Source: an optimization exercise on an open RTL-to-GDS flow (aim: small area, a short achievable clock period and few clock cycles). Production flows keep margins and buffers that such runs may drop.
Only simulation tests tie the RTL to the original design; equivalence was not proved.
No activity file was given, so power comes from the tool's default toggle rates.

## flow/run.sh

```bash
#!/bin/bash
# synth_recipe.tcl (not shown) runs the flow's synth.tcl, then flattens the netlist and writes it again
# the make line also repeats each setting of config.mk as NAME=value (left out here)
make -C /OpenROAD-flow-scripts/flow DESIGN_CONFIG=/design/flow/config.mk WORK_HOME=/design/flow/orfs CLKGATE_MAP_FILE= SYNTH_SCRIPT=/design/flow/synth_recipe.tcl finish
```

## flow/config.mk

```make
export PLATFORM = sky130hd
export DESIGN_NAME = dem_encoder
export DESIGN_NICKNAME = dem_encoder
export VERILOG_FILES = /design/flow/design.v
export SDC_FILE = /design/flow/constraint.sdc
export NUM_CORES = 4
export LEC_CHECK = 0
export CAP_MARGIN = 20
export CORE_MARGIN = 2
export CORE_UTILIZATION = 40
export SLEW_MARGIN = 20
```

## flow/constraint.sdc

```tcl
create_clock -name core_clock -period 10.0 [get_ports {clk}]
set_input_delay 2.0000 -clock core_clock [delete_from_list [all_inputs] [get_ports {clk}]]
set_output_delay 2.0000 -clock core_clock [all_outputs]
set_load 0.01 [all_outputs]
```

## flow/design.v

```verilog
module dem_encoder (
    input  wire        clk,
    input  wire        rst,         
    input  wire        start,
    input  wire [15:0] in_len,      
    input  wire [15:0] out_cap,     
    output wire        busy,
    output reg         done,
    output reg         fail,
    output reg  [3:0]  cause,       
    output reg  [15:0] out_len,     
    output wire        rd_en,
    output wire [13:0] rd_addr,     
    input  wire [31:0] rd_data,
    output wire        out_valid,
    output wire [7:0]  out_data,
    input  wire        out_ready
);
    localparam [3:0] C_OUT = 4'd0, C_ZERO = 4'd1, C_UNENC = 4'd8;
    localparam [3:0] CAUSE_OUT_TOO_SMALL = 4'd4, CAUSE_UNENCODABLE = 4'd8,
                     CAUSE_BAD_LENGTH    = 4'd9;
    localparam [3:0] S_IDLE  = 4'd0,  S_REC   = 4'd1,  S_REC_W = 4'd2,  S_SCAN  = 4'd3,
                     S_SCAN_W = 4'd4, S_HDR   = 4'd5,  S_HDR2  = 4'd6,  S_PAY   = 4'd7,
                     S_PAY_W = 4'd8,  S_PUT   = 4'd9,  S_FLUSH = 4'd10, S_NEXT  = 4'd11,
                     S_END   = 4'd12;
    reg  [3:0]  state;
    reg  [13:0] n_w;         
    reg  [15:0] cap_r;
    reg  [15:0] out_pos;
    reg  [31:0] prev;        
    reg  [31:0] p;           
    reg  [31:0] p2;          
    reg  [13:0] i;           
    reg  [13:0] j;           
    reg  [13:0] k;           
    reg  [8:0]  c;           
    reg  [2:0]  t;           
    reg  [39:0] acc;         
    reg  [5:0]  accn;
    reg         bad;
    reg  [3:0]  bad_cause;
    function [3:0] classify(input [31:0] v, input [31:0] pv);
        reg signed [31:0] d;
        begin
            d = v - pv;
            if (v == 32'h8000_0000)                       classify = C_OUT;
            else if (d == 32'sd0)                         classify = C_ZERO;
            else if (d == 32'sh8000_0000)                 classify = C_UNENC;
            else if (d >= -32'sd7 && d <= 32'sd7)         classify = 4'd2;
            else if (d >= -32'sd127 && d <= 32'sd127)     classify = 4'd3;
            else if (d >= -32'sd2047 && d <= 32'sd2047)   classify = 4'd4;
            else if (d >= -32'sd32767 && d <= 32'sd32767) classify = 4'd5;
            else if (d >= -32'sd8388607 && d <= 32'sd8388607) classify = 4'd6;
            else                                          classify = 4'd7;
        end
    endfunction
    wire [3:0] cls_rec  = classify(rd_data, prev);
    wire [3:0] cls_scan = classify(rd_data, p);
    reg [5:0] w;
    always @(*) begin
        case (t)
            3'd2:    w = 6'd4;
            3'd3:    w = 6'd8;
            3'd4:    w = 6'd12;
            3'd5:    w = 6'd16;
            3'd6:    w = 6'd24;
            3'd7:    w = 6'd32;
            default: w = 6'd0;
        endcase
    end
    wire [31:0] dpay  = rd_data - p2;
    wire [31:0] dmask = (w == 6'd32) ? 32'hFFFF_FFFF : ((32'd1 << w) - 32'd1);
    wire [39:0] field = {8'd0, dpay & dmask} << accn;
    reg [7:0] obyte;
    reg       want_put;
    always @(*) begin
        obyte    = 8'd0;
        want_put = 1'b0;
        case (state)
            S_HDR: begin
                want_put = 1'b1;
                obyte    = (c <= 9'd31) ? {t, c[4:0]} : {t, 5'd0};
            end
            S_HDR2: begin
                want_put = 1'b1;
                obyte    = c - 9'd32;
            end
            S_PUT: begin
                want_put = (accn >= 6'd8);
                obyte    = acc[7:0];
            end
            S_FLUSH: begin
                want_put = 1'b1;
                obyte    = acc[7:0];
            end
            default: ;
        endcase
    end
    wire room = (out_pos < cap_r);
    assign busy      = (state != S_IDLE);
    assign out_valid = want_put && room;
    assign out_data  = obyte;
    assign rd_en     = (state == S_REC && i != n_w) || (state == S_SCAN && j != n_w && c != 9'd287) ||
                       (state == S_PAY && k != j);
    assign rd_addr   = (state == S_REC) ? i : (state == S_SCAN) ? j : k;
    always @(posedge clk) begin
        if (rst) begin
            state   <= S_IDLE;
            done    <= 1'b0;
            fail    <= 1'b0;
            cause   <= 4'd0;
            out_len <= 16'd0;
            bad     <= 1'b0;
        end else begin
            done <= 1'b0;
            if (want_put && !room) begin
                bad       <= 1'b1;
                bad_cause <= CAUSE_OUT_TOO_SMALL;
                state     <= S_END;
            end else begin
                case (state)
                    S_IDLE: begin
                        if (start) begin
                            n_w     <= in_len[15:2];
                            cap_r   <= out_cap;
                            out_pos <= 16'd0;
                            prev    <= 32'd0;
                            i       <= 14'd0;
                            if (in_len[1:0] != 2'd0) begin
                                bad       <= 1'b1;
                                bad_cause <= CAUSE_BAD_LENGTH;
                                state     <= S_END;
                            end else begin
                                bad   <= 1'b0;
                                state <= S_REC;
                            end
                        end
                    end
                    S_REC: begin
                        if (i == n_w) state <= S_END;
                        else          state <= S_REC_W;
                    end
                    S_REC_W: begin
                        if (cls_rec == C_UNENC) begin
                            bad       <= 1'b1;
                            bad_cause <= CAUSE_UNENCODABLE;
                            state     <= S_END;
                        end else begin
                            t     <= cls_rec[2:0];
                            c     <= 9'd1;
                            p     <= (cls_rec == C_OUT || cls_rec == C_ZERO) ? prev : rd_data;
                            j     <= i + 14'd1;
                            state <= S_SCAN;
                        end
                    end
                    S_SCAN: begin
                        if (j == n_w || c == 9'd287) state <= S_HDR;
                        else                         state <= S_SCAN_W;
                    end
                    S_SCAN_W: begin
                        if (cls_scan == {1'b0, t}) begin
                            c <= c + 9'd1;
                            j <= j + 14'd1;
                            if (t != 3'd0 && t != 3'd1)
                                p <= rd_data;
                            state <= S_SCAN;
                        end else begin
                            state <= S_HDR;
                        end
                    end
                    S_HDR: begin
                        if (out_ready) begin
                            out_pos <= out_pos + 16'd1;
                            if (c > 9'd31) begin
                                state <= S_HDR2;
                            end else if (t == 3'd0 || t == 3'd1) begin
                                state <= S_NEXT;
                            end else begin
                                k     <= i;
                                p2    <= prev;
                                acc   <= 40'd0;
                                accn  <= 6'd0;
                                state <= S_PAY;
                            end
                        end
                    end
                    S_HDR2: begin
                        if (out_ready) begin
                            out_pos <= out_pos + 16'd1;
                            if (t == 3'd0 || t == 3'd1) begin
                                state <= S_NEXT;
                            end else begin
                                k     <= i;
                                p2    <= prev;
                                acc   <= 40'd0;
                                accn  <= 6'd0;
                                state <= S_PAY;
                            end
                        end
                    end
                    S_PAY: begin
                        if (k == j) state <= (accn != 6'd0) ? S_FLUSH : S_NEXT;
                        else        state <= S_PAY_W;
                    end
                    S_PAY_W: begin
                        acc   <= acc | field;
                        accn  <= accn + w;
                        p2    <= rd_data;
                        k     <= k + 14'd1;
                        state <= S_PUT;
                    end
                    S_PUT: begin
                        if (accn < 6'd8) begin
                            state <= S_PAY;
                        end else if (out_ready) begin
                            out_pos <= out_pos + 16'd1;
                            acc     <= acc >> 8;
                            accn    <= accn - 6'd8;
                        end
                    end
                    S_FLUSH: begin
                        if (out_ready) begin
                            out_pos <= out_pos + 16'd1;
                            state   <= S_NEXT;
                        end
                    end
                    S_NEXT: begin
                        prev  <= p;
                        i     <= j;
                        state <= S_REC;
                    end
                    S_END: begin
                        done    <= 1'b1;
                        fail    <= bad;
                        cause   <= bad ? bad_cause : 4'd0;
                        out_len <= bad ? 16'd0 : out_pos;
                        state   <= S_IDLE;
                    end
                    default: state <= S_IDLE;
                endcase
            end
        end
    end
endmodule
```

==> parameters.txt <==
Parameter                              Value

Run status
  Run status    finished clean

Clock network
  Number of buffers inserted for hold repair after clock tree synthesis    0
  CTS clock-pin slew for the worst setup and hold paths    0.05 ns
  Clock root buffer    sky130_fd_sc_hd__clkbuf_16
  Post-CTS setup buffers    0
  Clock tree from TritonCTS    built
  Clock buffer depth    3
  Clock insertion delay at the later pin of the skew report    0.56 ns
  Clock tree sinks    269
  Total CTS buffers    35
  Post_cts resized    0
  CTS H-Tree Depth    2

Yosys
  Syn Nets    2,600
  Proportion of synthesized flip-flops having asynchronous set or reset    0%
  Sequential share of the synthesized area    36.67%
  Mean instance size in the synthesized netlist    8.850 um2
  Number of warning messages in the yosys log    1
  Yosys cell types    110
  Most instantiated flip-flop cell in the synthesis netlist    sky130_fd_sc_hd__edfxtp_1
  Number of flops mapped to enable cells by yosys    243
  Synthesized cell area    21,320 um2
  Cell count after synthesis    2,409
  Register bit total from synthesis    269

Setup path
  Ordered cell list for the critical path    clkdlybuf4s50_1 > inv_1 > ha_1 > inv_1 > fa_1 > a211oi_2 > nor2_1 > a211oi_2 > nor3_1 > nor4_1 > nand4_1 > nor3_1 > nor4b_1 > a32o_1 > mux2i_1 > a21oi_1 > a2111oi_2 > o21a_1
  Worst reg-to-reg path cell count    16
  Reg2Reg Capture Point    j[5]$_DFFE_PP_
  Crit Reg-Reg Startpoint    p[0]$_DFFE_PP_
  Worst R2R Setup Slack    3.54 ns
  Worst Setup Start Kind    input port
  Critical path required time    10.16 ns
  Category of the most critical setup path    in -> reg
  Worst path arrival time    8.34 ns
  Worst-path cell with the longest stage delay    sky130_fd_sc_hd__o21a_1
  Endpoint kind of the worst setup timing path    flop
  Crit-path max cell delay    0.92 ns
  Top fanout value on the critical path    23

STA
  Fmax achieved    122.2 MHz
  Unrepaired setup endpoints after global routing    false
  Number of max-slew violations in the final report    0
  Headroom to the max-slew limit    24.57%
  Slew at the pin closest to its max-slew limit    1.129 ns
  Worst clock skew on the final layout    0.02338 ns
  Sum of negative setup slack    0 ns
  Period Utilization, post-route    81.80%
  Final hold viol count    0
  Final setup violating endpoints    0
  Final critical path time including I/O delays and setup    8.180 ns

Placement
  Post-detailed-placement cell area    22,970 um2
  Placed wire-length estimate    48,380 um
  Port Buffer Count    113
  Placer congestion estimate    0.9164

Final layout
  Area of all placed cells without fillers    24,090 um2
  Fraction of final layout cells sized beyond drive strength 1    7.160%
  Antenna Diode Count    0
  Number of inserted filler cells in the final layout    5,047
  Number of nets in the layout    2,653
  Synthesis-to-finish area growth    12.99%

Routing
  Antenna Violating Nets Remaining    0
  Drt first pass iters    6
  Wl on met1    28,910 um
  Via total after detailed routing    18,440
  WL final    64,750 um
  Average wire per cell in the routed design    20.40 um
  Vias per std cell    5.809
  Iteration-0 DRC Markers    1,408
  Top Metal Used    met4
  Routed length on met2    29,520 um
  Met3 wire len    3863 um
  DR DRC count    0

Hold path
  Tightest Hold Check Type    reg -> reg
  Worst hold endpoint    cause[3]$_SDFFE_PP0P_
  Hold Path Cell Cnt    2
  Startpoint of the tightest hold check path    cause[3]$_SDFFE_PP0P_

Die
  Initial Util    40.49%
  CORE AREA    52,660 um2
  Die area    55,160 um2
  Die Ht    234.9 um
  Chip Width    234.9 um
  Top-Level Pins    115
  Row count    84

Global routing
  Final global-route overflow total    0
  First-pass GRT wire length    100,500 um
  Via count of the first global-routing pass    17,760
  Number of antenna violations at the first check in global routing    0
  Global Route Usage Sum    22.73%
  Largest net degree at the start of global routing    66

Power and ir drop
  Worst VDD drop    0.0001045 V
  Total power divided by cell area    218.7 nW/um2
  Leak Pwr    9.099 nW

Job
  Max-capacitance violation count    0
==> power breakdown <==
| group | switching, W | total (W) | internal [W] | leakage [nW] |
|---|---|---|---|---|
| clock | 0.000517 | 0.00126 | 0.000748 | 0.544 |
| combinational | 0.00143 | 0.00228 | 0.000846 | 6.10 |
| sequential | 0.000194 | 0.00173 | 0.00153 | 2.45 |
==> worst max-delay path by stage <==
stage / startpoint / endpoint / slack [ns] / cells past startpoint
after floorplan: rd_data[0] / p[0]$_DFFE_PP_ / 3.31 / 18
after global placement: rd_data[1] / j[1]$_DFFE_PP_ / 1.64 / 15
after detailed placement: rd_data[1] / j[4]$_DFFE_PP_ / 1.44 / 15
after CTS: rd_data[0] / j[0]$_DFFE_PP_ / 1.99 / 18
after global routing: rd_data[0] / j[0]$_DFFE_PP_ / 1.47 / 18
final: rd_data[0] / j[5]$_DFFE_PP_ / 1.82 / 18
==> per-stage QoR <==
step / setup slack, ns / utilization [%] / power (W) / hold WS [ns] / cells
global placement: 1.637 / 43.62 / 0.003963 / 0.4687 / 3113
finish: 1.820 / 45.75 / 0.005267 / 0.4894 / 3174
floorplan: 3.314 / - / 0.003302 / 0.5238 / 2409
detailed placement: 1.435 / 43.62 / 0.003994 / 0.4807 / 3113
CTS: 1.987 / 45.75 / 0.005278 / 0.4948 / 3174
global route: 1.471 / 45.75 / 0.005577 / 0.5191 / 3174
==> flip-flops by register name, summed over array words and instances (netlist names), 16 cells and up <==
signal and cells:
p2 32, p 32, out_len 16, acc 40, out_pos 16, cap_r 16
prev 32
==> layout by cell type (no fill, tap or decap), types with 11 or more instances in the layout <==
master,count
sky130_fd_sc_hd__or3_1,14
sky130_fd_sc_hd__o21ai_0,149
sky130_fd_sc_hd__o21a_1,13
sky130_fd_sc_hd__nor2b_1,23
sky130_fd_sc_hd__o211ai_1,11
sky130_fd_sc_hd__clkdlybuf4s50_1,113
sky130_fd_sc_hd__nor3_1,57
sky130_fd_sc_hd__o31ai_1,11
sky130_fd_sc_hd__and2_1,33
sky130_fd_sc_hd__xor2_1,71
sky130_fd_sc_hd__nand2b_1,20
sky130_fd_sc_hd__and3_1,32
sky130_fd_sc_hd__a31oi_1,33
sky130_fd_sc_hd__nor4_1,24
sky130_fd_sc_hd__nor2_1,248
sky130_fd_sc_hd__nor3b_1,22
sky130_fd_sc_hd__o22ai_1,15
sky130_fd_sc_hd__o21bai_1,19
sky130_fd_sc_hd__buf_4,21
sky130_fd_sc_hd__clkbuf_16,35
sky130_fd_sc_hd__nand3_1,72
sky130_fd_sc_hd__inv_1,156
sky130_fd_sc_hd__nand4_1,32
sky130_fd_sc_hd__a21oi_1,151
sky130_fd_sc_hd__a21o_1,62
sky130_fd_sc_hd__dfxtp_1,25
sky130_fd_sc_hd__xnor2_1,88
sky130_fd_sc_hd__mux2i_1,58
sky130_fd_sc_hd__a211oi_1,29
sky130_fd_sc_hd__ha_1,119
sky130_fd_sc_hd__edfxtp_1,243
sky130_fd_sc_hd__mux2_2,34
sky130_fd_sc_hd__nand2_1,214
==> metal layers <==
metal,GRT usage (%),vias up
li1,-,8891
met1,30.56,8772
met2,36.95,641
met3,3.160,134
met4,8.918,0
met5,0,-
==> cell usage after synthesis, types with 34 or more instances <==
| library cell | n | area [um2] |
|---|---|---|
| sky130_fd_sc_hd__xor2_1 | 71 | 621.9 |
| sky130_fd_sc_hd__mux2_2 | 34 | 382.9 |
| sky130_fd_sc_hd__nor3_1 | 59 | 295.3 |
| sky130_fd_sc_hd__nand3_1 | 72 | 360.4 |
| sky130_fd_sc_hd__inv_1 | 156 | 585.6 |
| sky130_fd_sc_hd__a21oi_1 | 152 | 760.7 |
| sky130_fd_sc_hd__ha_1 | 119 | 1489 |
| sky130_fd_sc_hd__nor2_1 | 250 | 938.4 |
| sky130_fd_sc_hd__mux2i_1 | 58 | 580.6 |
| sky130_fd_sc_hd__edfxtp_1 | 243 | 7297 |
| sky130_fd_sc_hd__o21ai_0 | 149 | 745.7 |
| sky130_fd_sc_hd__a21o_1 | 62 | 465.5 |
| sky130_fd_sc_hd__clkbuf_1 | 92 | 345.3 |
| sky130_fd_sc_hd__xnor2_1 | 88 | 770.7 |
| sky130_fd_sc_hd__nand2_1 | 215 | 807.0 |
==> worst max-delay path: cells and delay by family <==
kind / cells / cell delay [ns]
AO/OA/AOI/OAI: 6 / 2.99
AND/OR/NAND/NOR: 6 / 1.75
buffers and inverters: 3 / 0.68
adder cells (fa/ha/maj): 2 / 0.64
multiplexers: 1 / 0.26
==> cell families (layout without fill, tap and decap cells) <==
family                     Yosys count  count (layout)  share of synthesized area [%]
xor gates and xnor gates           160             160                          6.608
other                                1               1                        0.01759
and+or+nand+nor                    855             855                          19.71
buffers and inverters              276             353                          5.405
adders and majority gates          123             123                          7.360
AOI/OAI and AO/OA                  623             623                          19.19
DFF                                269             269                          36.67
muxes                              102             102                          5.047
==> final cells by class <==
type / count / area, um2 / area share (%)
clock inverters: 15 / 170.2 / 0.7064
inverters: 158 / 593.1 / 2.462
clock buffers: 46 / 947.2 / 3.932
multi-input cells: 1864 / 12410 / 51.52
well taps: 688 / 860.8 / 3.574
repair buffers: 134 / 1289 / 5.350
flip-flops and latches: 269 / 7819 / 32.46
Testbench counts, summed over its fixed seeds: cycles 144,746.

## port drivers added, routing unchanged
No port has a modelled driver above. Below, the same layout with a new extraction and two added sets of constraints. Step 1 (the two cells are an assumption about what drives the block):
set clk [get_ports {clk}]
set_driving_cell -lib_cell sky130_fd_sc_hd__clkbuf_16 $clk
set_driving_cell -lib_cell sky130_fd_sc_hd__buf_2 [delete_from_list [all_inputs] $clk]
Step 2 moves the port delays by t, midway between the first and last clock arrival at a register: inputs arrive t later, outputs are due t later. That takes back most of the time a late clock gives input paths. Three values: no drivers, after step 1, after step 2; two values: the first two.
shift t [ns]: 0.605
setup slack, ns: 1.820 / 1.858 / 1.253
worst hold slack (ns): 0.489 / 0.489 / 0.489
worst setup path at the end: input to register
clock arrival spread, ns: 0.023 / 0.023
After both steps setup and hold are still met in this run. The setup slack of this run moves by +0.038 ns with the drivers and by -0.567 ns with both steps.
